Background: an optimization exercise with open tools, aiming at small area, a short achievable clock period and few clock cycles. Do not read the settings as production practice. RTL that was checked went through simulation tests only; none was proved equivalent to the original.

== job 5893 ==
// cic_seed
module cic_seed (
    input  wire        clk,
    input  wire        rst,           
    input  wire        start,         
    input  wire [31:0] image_size,    
    output reg         ready,
    output reg         done,          
    output wire [31:0] seed,
    output wire [31:0] crc,
    output reg         img_req,
    output reg  [8:0]  img_addr,      
    input  wire        img_gnt,
    input  wire        img_rvalid,
    input  wire [63:0] img_rdata
);
Size in the first run: roughly 730 cells after synthesis, roughly 180 I/O pins.
==> flow/config.mk <==
export PLATFORM = sky130hd
export DESIGN_NAME = cic_seed
export DESIGN_NICKNAME = cic_seed
export VERILOG_FILES = /design/flow/design.v
export SDC_FILE = /design/flow/constraint.sdc
export NUM_CORES = 4
export LEC_CHECK = 0
export CAP_MARGIN = 20
export CORE_MARGIN = 2
export CORE_UTILIZATION = 40
export SLEW_MARGIN = 20
==> flow/constraint.sdc <==
create_clock -name core_clock -period 5.0 [get_ports {clk}]
set_input_delay 1.0000 -clock core_clock [delete_from_list [all_inputs] [get_ports {clk}]]
set_output_delay 1.0000 -clock core_clock [all_outputs]
set_load 0.01 [all_outputs]
standard.sh (not shown) runs the stock make flow with config.mk's settings and CLKGATE_MAP_FILE= SYNTH_SCRIPT=/design/flow/synth_recipe.tcl, a recipe that flattens the netlist after the stock synthesis.
==> flow/flow/run.sh <==
#!/bin/bash
# Own flow: the standard layout (standard.sh, unchanged ORFS steps and
# synthesis) with these changes:
#  - ORFS's scripts are copied to ./scripts and ABC's speed script replaced by
#    flow/abc.script (plain delay-oriented mapping without ABC's blanket
#    buffering and upsizing; the placer's repair sizes the critical cells);
#  - three-input XOR/XNOR cells are added to the don't-use list;
#  - the ports get a plain buffer cell;
#  - any extra ORFS variables listed in flow/vars.txt.
# Each tool's output goes to the ORFS logs under orfs/logs; make's own output
# goes to standard_make.log here.
set -euo pipefail
rm -rf scripts
cp -r "$FLOW_HOME/scripts" scripts
cp flow/abc.script scripts/abc_speed.script
PLATFORM_DONT_USE=$(sed -n '/^export DONT_USE_CELLS += /,/^$/p' "$FLOW_HOME/platforms/sky130hd/config.mk" \
    | sed 's/export DONT_USE_CELLS += //; s/\\//g' | tr -s ' \n' ' ')
EXTRA_DONT_USE="sky130_fd_sc_hd__xnor3_1 sky130_fd_sc_hd__xnor3_2 sky130_fd_sc_hd__xnor3_4 sky130_fd_sc_hd__xor3_1 sky130_fd_sc_hd__xor3_2 sky130_fd_sc_hd__xor3_4"
VARS=()
if [[ -f flow/vars.txt ]]; then
    while read -r line; do [[ -n "$line" ]] && VARS+=("$line"); done < flow/vars.txt
fi
bash standard.sh "SCRIPTS_DIR=$PWD/scripts" \
    "DONT_USE_CELLS=$PLATFORM_DONT_USE $EXTRA_DONT_USE" \
    "BUFFER_PORTS_ARGS=-buffer_cell sky130_fd_sc_hd__buf_2" \
    "${VARS[@]}" finish > standard_make.log 2>&1
==> flow/flow/abc.script <==
&get -n
&st
&dch
&nf
&put
Job 5893: PASS, flow complete, no timing, DRC or antenna violations
Testbench counts of job 5893, summed over its fixed seeds: cycles 32,456.
Input-level comparison between job 7304 and job 5893:
==> flow/flow/vars.txt (new file) <==
CORE_UTILIZATION=70
PLACE_DENSITY=0.75
## What came out
- Compared with job 5893, height of the die in job 7304 decreased by more than 10%.
- Taking job 5893 as the reference, in job 7304 clock buffer instance count of the final layout climbed 1, total half-perimeter wirelength after legalization and detailed placement dropped 3.9%, via count climbed about 6%.
- Compared with job 5893, in job 7304 starting density of the core rose 30 points, synthesized cell count saw little to no change, setup slack fell 0.042 ns, final-layout clock-cell area share has decreased.
The following lists how job 9019 was set up differently from job 7304:
==> flow/flow/vars.txt <==
SETUP_SLACK_MARGIN=2.4
[summary]
For number of non-filler instances in the completed layout, dividing the value from job 9019 by the value from job 7304 gives 1.13.
Fraction of met1 tracks used by global routing in job 9019 is 12 points below job 7304.
Signed area change from the synthesized netlist to the final layout for job 9019 is higher than for job 7304.

* * *

## v6
Another version of the RTL of cic_seed (not shown whole).
Size: ~760 cells after synthesis, about 57 flip-flops, about 180 I/O pins, ~7300 µm² of cells after synthesis.
Settings: LEC_CHECK=0, CAP_MARGIN=20, CORE_MARGIN=2, CORE_UTILIZATION=40, SLEW_MARGIN=20; clock period 5.0 ns.
==> flow/flow/abc.script <==
&get -n
&st
&dch
&nf
&st
&syn2
&if -g -K 6
&synch2
&nf
&st
&syn2
&if -g -K 6
&synch2
&nf
&st
&syn2
&if -g -K 6
&synch2
&nf
&st
&syn2
&if -g -K 6
&synch2
&nf
&st
&syn2
&if -g -K 6
&synch2
&nf
&put
buffer -c
topo
stime -c
upsize -c
dnsize -c
==> flow/flow/vars.txt <==
CORE_UTILIZATION=70
PLACE_DENSITY=0.75
SETUP_SLACK_MARGIN=1.9
BUFFER_PORTS_ARGS=-buffer_cell sky130_fd_sc_hd__buf_1
CTS_BUF_LIST=sky130_fd_sc_hd__clkbuf_4
Scripts as last shown in full above: flow/flow/run.sh
Testbench counts of v6, summed over its fixed seeds: cycles 32,456.
Setup changes, v6 to v7
==> flow/flow/vars.txt <==
CORE_UTILIZATION=65
PLACE_DENSITY=0.72
SETUP_SLACK_MARGIN=2.1
BUFFER_PORTS_ARGS=-buffer_cell sky130_fd_sc_hd__buf_1
CTS_BUF_LIST=sky130_fd_sc_hd__clkbuf_4 sky130_fd_sc_hd__clkbuf_8
==> comparison <==
The type of the worst setup path comes out register to register in one run and input port to register in the other, namely in v6 and v7 respectively.
Summary — worst reg-to-reg setup slack, v7 relative to v6: higher, by 160 ps.
In the metrics for v6 and v7, the one carrying the higher data-path buffer share of cell area in the final layout is v7.
Sort v6 and v7 by inserted tap cell count, descending, and v7 comes first.

* * *

## zinc
RTL: one of the versions met above, not the one the previous note started from.
Size in the first run: ~730 cells after synthesis, ~57 flip-flops, roughly 180 I/O pins, about 6900 µm² of cells after synthesis.
clock: 5.0 ns
lec_check: 0
cap_margin: 20
core_margin: 2
core_utilization: 40
slew_margin: 20
==> flow/flow/abc.script <==
&get -n
&st
&dch
&nf
&put
==> flow/flow/vars.txt <==
CORE_UTILIZATION=70
PLACE_DENSITY=0.75
SETUP_SLACK_MARGIN=2.4
Scripts as last shown in full above: flow/flow/run.sh
zinc got as far as clock tree synthesis (4_1_cts), where a tool error ended the run.
Testbench counts of zinc, summed over its fixed seeds: cycles 32,456.
### zinc -> raven
==> flow/flow/vars.txt <==
CORE_UTILIZATION=70
PLACE_DENSITY=0.75
SETUP_SLACK_MARGIN=2.8
Notes after the runs:
- As the logs show, raven stopped at clock tree synthesis (4_1_cts) after a tool error, so it never reached the end of the flow.
- Re initial cell density of the core: no difference whatsoever between zinc and raven.
- Note that the placed cell area recorded for raven amounts to 1.07 times the value seen in zinc.
- zinc -> raven: proportion of synthesized chip area in sequential cells delta 0, exact match
- Status: number of placed instances with taps included parity (raven, zinc)
- As far as average instance area after synthesis goes, zinc and raven are indistinguishable; the numbers are identical.
- Re I/O pin total: no difference whatsoever between raven and zinc.
- As far as largest buffer count on any clock path goes, raven and zinc are indistinguishable; the numbers are identical.
- zinc and raven ended up with roughly the same total clock sinks.

* * *

Another version of the RTL of cic_seed (not shown whole).
Size in the first run: ~710 cells after synthesis, about 50 flip-flops, ~180 I/O pins, about 6500 um^2 of cells after synthesis.
export LEC_CHECK = 0
export CAP_MARGIN = 20
export CORE_MARGIN = 2
export CORE_UTILIZATION = 40
export SLEW_MARGIN = 20
create_clock -name core_clock -period 5.0 [get_ports {clk}]
==> flow/flow/vars.txt <==
CORE_UTILIZATION=60
PLACE_DENSITY=0.7
SETUP_SLACK_MARGIN=2.0
BUFFER_PORTS_ARGS=-buffer_cell sky130_fd_sc_hd__buf_1
CTS_BUF_LIST=sky130_fd_sc_hd__clkbuf_4 sky130_fd_sc_hd__clkbuf_8
Scripts as last shown in full above: flow/flow/run.sh, flow/flow/abc.script
The baseline passed the timing, design-rule and antenna checks.
Next try:
==> flow/flow/abc.script (replaced) <==
&get -n
&st
&dch
&nf
&st
&syn2
&if -g -K 6
&synch2
&nf
&st
&syn2
&if -g -K 6
&synch2
&nf
&st
&syn2
&if -g -K 6
&synch2
&nf
&st
&syn2
&if -g -K 6
&synch2
&nf
&st
&syn2
&if -g -K 6
&synch2
&nf
&put
buffer -c
topo
stime -c
upsize -c
dnsize -c
--- a/flow/flow/vars.txt
+++ b/flow/flow/vars.txt
@@ -1,2 +1,2 @@
-CORE_UTILIZATION=60
-PLACE_DENSITY=0.7
+CORE_UTILIZATION=70
+PLACE_DENSITY=0.75
=> Critical path depth does not change. Global-route usage rose by 0.97 points. Wire length is lower by about 0.9%. Setup slack got worse by 0.11 ns.
Next try:
==> flow/flow/abc.script (replaced) <==
&get -n
&st
&dch
&nf
&put
The new run completed with no timing, DRC or antenna violations.
Die area shrinks by 8.8%.
Design area shrinks by 4.6%.
Critical path depth does not change.
Sequential cell count is unchanged.
Next try:
==> flow/flow/abc.script (replaced) <==
&get -n
&st
&dch
&nf
&st
&syn2
&if -g -K 6
&synch2
&nf
&st
&syn2
&if -g -K 6
&synch2
&nf
&st
&syn2
&if -g -K 6
&synch2
&nf
&st
&syn2
&if -g -K 6
&synch2
&nf
&st
&syn2
&if -g -K 6
&synch2
&nf
&put
buffer -c
topo
stime -c
upsize -c
dnsize -c
--- a/flow/flow/vars.txt
+++ b/flow/flow/vars.txt
@@ -1,2 +1,2 @@
-CORE_UTILIZATION=70
-PLACE_DENSITY=0.75
+CORE_UTILIZATION=65
+PLACE_DENSITY=0.72
Result: The changed run produced a clean layout. Cell area rises by a few percent. Worst setup slack is better by 0.19 ns. Die area increases by about a fifth. Via count decreases by roughly a tenth.
No run of this note included a check of the RTL's function; only the layout flow was run.

* * *

## violet
cic_seed with an RTL version that a note above also has.
For scale: ~760 cells after synthesis, ~57 flip-flops, about 0.0073 mm² of cells after synthesis.
clock: 5.0 ns
lec_check: 0
cap_margin: 20
core_margin: 2
core_utilization: 40
slew_margin: 20
==> flow/flow/abc.script <==
&get -n
&st
&dch
&nf
&st
&syn2
&if -g -K 6
&synch2
&nf
&st
&syn2
&if -g -K 6
&synch2
&nf
&st
&syn2
&if -g -K 6
&synch2
&nf
&st
&syn2
&if -g -K 6
&synch2
&nf
&st
&syn2
&if -g -K 6
&synch2
&nf
&put
buffer -c
topo
stime -c
upsize -c
dnsize -c
==> flow/flow/vars.txt <==
CORE_UTILIZATION=60
PLACE_DENSITY=0.7
SETUP_SLACK_MARGIN=2.0
BUFFER_PORTS_ARGS=-buffer_cell sky130_fd_sc_hd__buf_1
CTS_BUF_LIST=sky130_fd_sc_hd__clkbuf_4
Scripts as last shown in full above: flow/flow/run.sh
violet finished end to end and its layout was clean on timing, DRC and antenna.
Testbench counts of violet, summed over its fixed seeds: cycles 32,456.
[inputs] yarrow vs violet
==> flow/flow/abc.script <==
&get -n
&st
&dch
&nf
&put
==> flow/flow/vars.txt <==
CORE_UTILIZATION=60
PLACE_DENSITY=0.7
SETUP_SLACK_MARGIN=2.2
BUFFER_PORTS_ARGS=-buffer_cell sky130_fd_sc_hd__buf_1
CTS_BUF_LIST=sky130_fd_sc_hd__clkbuf_4
Results
Status | violet and yarrow | clean. Compared with violet, yarrow shows endpoint arrival time on the critical path lower by 0.04 ns. Taking violet as the reference, in yarrow die width lost 4.8 µm. yarrow vs violet — wire length of the first global-routing pass dropped about 3.4%. yarrow: number of placed cells counting well taps is 1.6% lower than what violet reported. The clock latency of the later-clocked register in the worst-skew pair on violet is in line with that on yarrow. [yarrow vs violet] non-clock buffer count: higher in yarrow. As far as number of flip-flops and latches goes, yarrow and violet are indistinguishable; the numbers are identical.
## Diff of input files: maple against yarrow
==> flow/flow/vars.txt <==
CORE_UTILIZATION=70
PLACE_DENSITY=0.75
SETUP_SLACK_MARGIN=2.0
BUFFER_PORTS_ARGS=-buffer_cell sky130_fd_sc_hd__buf_1
CTS_BUF_LIST=sky130_fd_sc_hd__clkbuf_4
Results
- Going from yarrow to maple, area growth from synthesis to layout now smaller; total non-filler cell area in the finished layout has decreased; total length of routed wires up 1.6%.
- Cell with the largest stage delay on the worst path = sky130_fd_sc_hd__xnor2_1: maple; cell with the largest stage delay on the worst path = sky130_fd_sc_hd__dfxtp_4: yarrow
- maple reports its termination of the worst setup path as c[26]$_DFFE_PP_ while yarrow reports c[2]$_DFFE_PP_.
--- input diff maple..harbor ---
==> flow/flow/abc.script <==
&get -n
&st
&dch
&nf
&st
&syn2
&if -g -K 6
&synch2
&nf
&st
&syn2
&if -g -K 6
&synch2
&nf
&st
&syn2
&if -g -K 6
&synch2
&nf
&st
&syn2
&if -g -K 6
&synch2
&nf
&st
&syn2
&if -g -K 6
&synch2
&nf
&put
buffer -c
topo
stime -c
upsize -c
dnsize -c
==> flow/flow/vars.txt <==
CORE_UTILIZATION=70
PLACE_DENSITY=0.75
SETUP_SLACK_MARGIN=2.1
BUFFER_PORTS_ARGS=-buffer_cell sky130_fd_sc_hd__buf_1
CTS_BUF_LIST=sky130_fd_sc_hd__clkbuf_4
==> run summary <==
- Comparing maple and harbor, non-clock buffer count is higher on maple.
- Summary of harbor over maple: count of filler cells inserted in the layout higher; multi-input combinational gate total higher.
- Wire: harbor routes less than maple
- Compared with maple, harbor degrades number of DRC markers in iteration 0.
- Diff maple -> harbor | share of the clock period used by the worst path | decrease of 1.6 points
- Diff harbor..maple | hold violation count in the final report | unchanged

## afterwards: timing with drivers on the ports
How much do the figures lean on ideal ports? The routed layouts below were timed once more, with nothing changed but the port constraints. Step 1 sets driving cells, clkbuf_16 on the clock port and buf_2 on the other inputs (assumed; they add their load-dependent delay and slew). Step 2 moves the port delays by t, midway between the first and last clock arrival at a register: inputs arrive t later, outputs are due t later. That takes back most of the time a late clock gives input paths. Slacks: no drivers / after step 1 / after step 2; pairs: no drivers / after step 1.
| run | t (ns) | slack for setup (ns) | worst hold slack (ns) | worst setup path after step 2 | latest minus earliest clock arrival (ns) |
|---|---|---|---|---|---|
| job 5893 | 0.359 | 1.268 / 1.268 / 1.251 | 0.478 / 0.478 / 0.478 | input to register | 0.011 / 0.011 |
| job 7304 | 0.378 | 1.226 / 1.226 / 1.226 | 0.487 / 0.487 / 0.487 | register to register | 0.005 / 0.004 |
| job 9019 | 0.363 | 2.334 / 2.351 / 1.988 | 0.480 / 0.480 / 0.480 | input to register | 0.010 / 0.009 |
| v6 | 0.446 | 1.983 / 1.983 / 1.551 | 0.490 / 0.490 / 0.490 | input to register | 0.019 / 0.018 |
| v7 | 0.375 | 2.081 / 2.094 / 1.719 | 0.493 / 0.493 / 0.493 | input to register | 0.012 / 0.012 |
| the first run of note 4 | 0.346 | 1.998 / 2.008 / 1.663 | 0.519 / 0.519 / 0.519 | input to register | 0.011 / 0.011 |
| the second run of note 4 | 0.337 | 1.889 / 1.889 / 1.552 | 0.490 / 0.490 / 0.490 | input to register | 0.012 / 0.013 |
| the third run of note 4 | 0.333 | 1.802 / 1.793 / 1.460 | 0.554 / 0.554 / 0.554 | input to register | 0.017 / 0.018 |
| the fourth run of note 4 | 0.336 | 1.992 / 1.999 / 1.663 | 0.488 / 0.488 / 0.488 | input to register | 0.007 / 0.008 |
| violet | 0.439 | 2.037 / 2.051 / 1.613 | 0.496 / 0.496 / 0.496 | input to register | 0.012 / 0.011 |
| yarrow | 0.442 | 2.075 / 2.075 / 1.718 | 0.513 / 0.513 / 0.513 | input to register | 0.012 / 0.012 |
| maple | 0.458 | 2.003 / 2.008 / 1.566 | 0.502 / 0.502 / 0.502 | input to register | 0.009 / 0.009 |
| harbor | 0.451 | 2.083 / 2.087 / 1.636 | 0.496 / 0.496 / 0.496 | input to register | 0.013 / 0.013 |
After both steps every run listed still meets setup and hold. The setup slack of harbor, which loses most, moves by +0.004 ns with the drivers and by -0.447 ns with both steps.
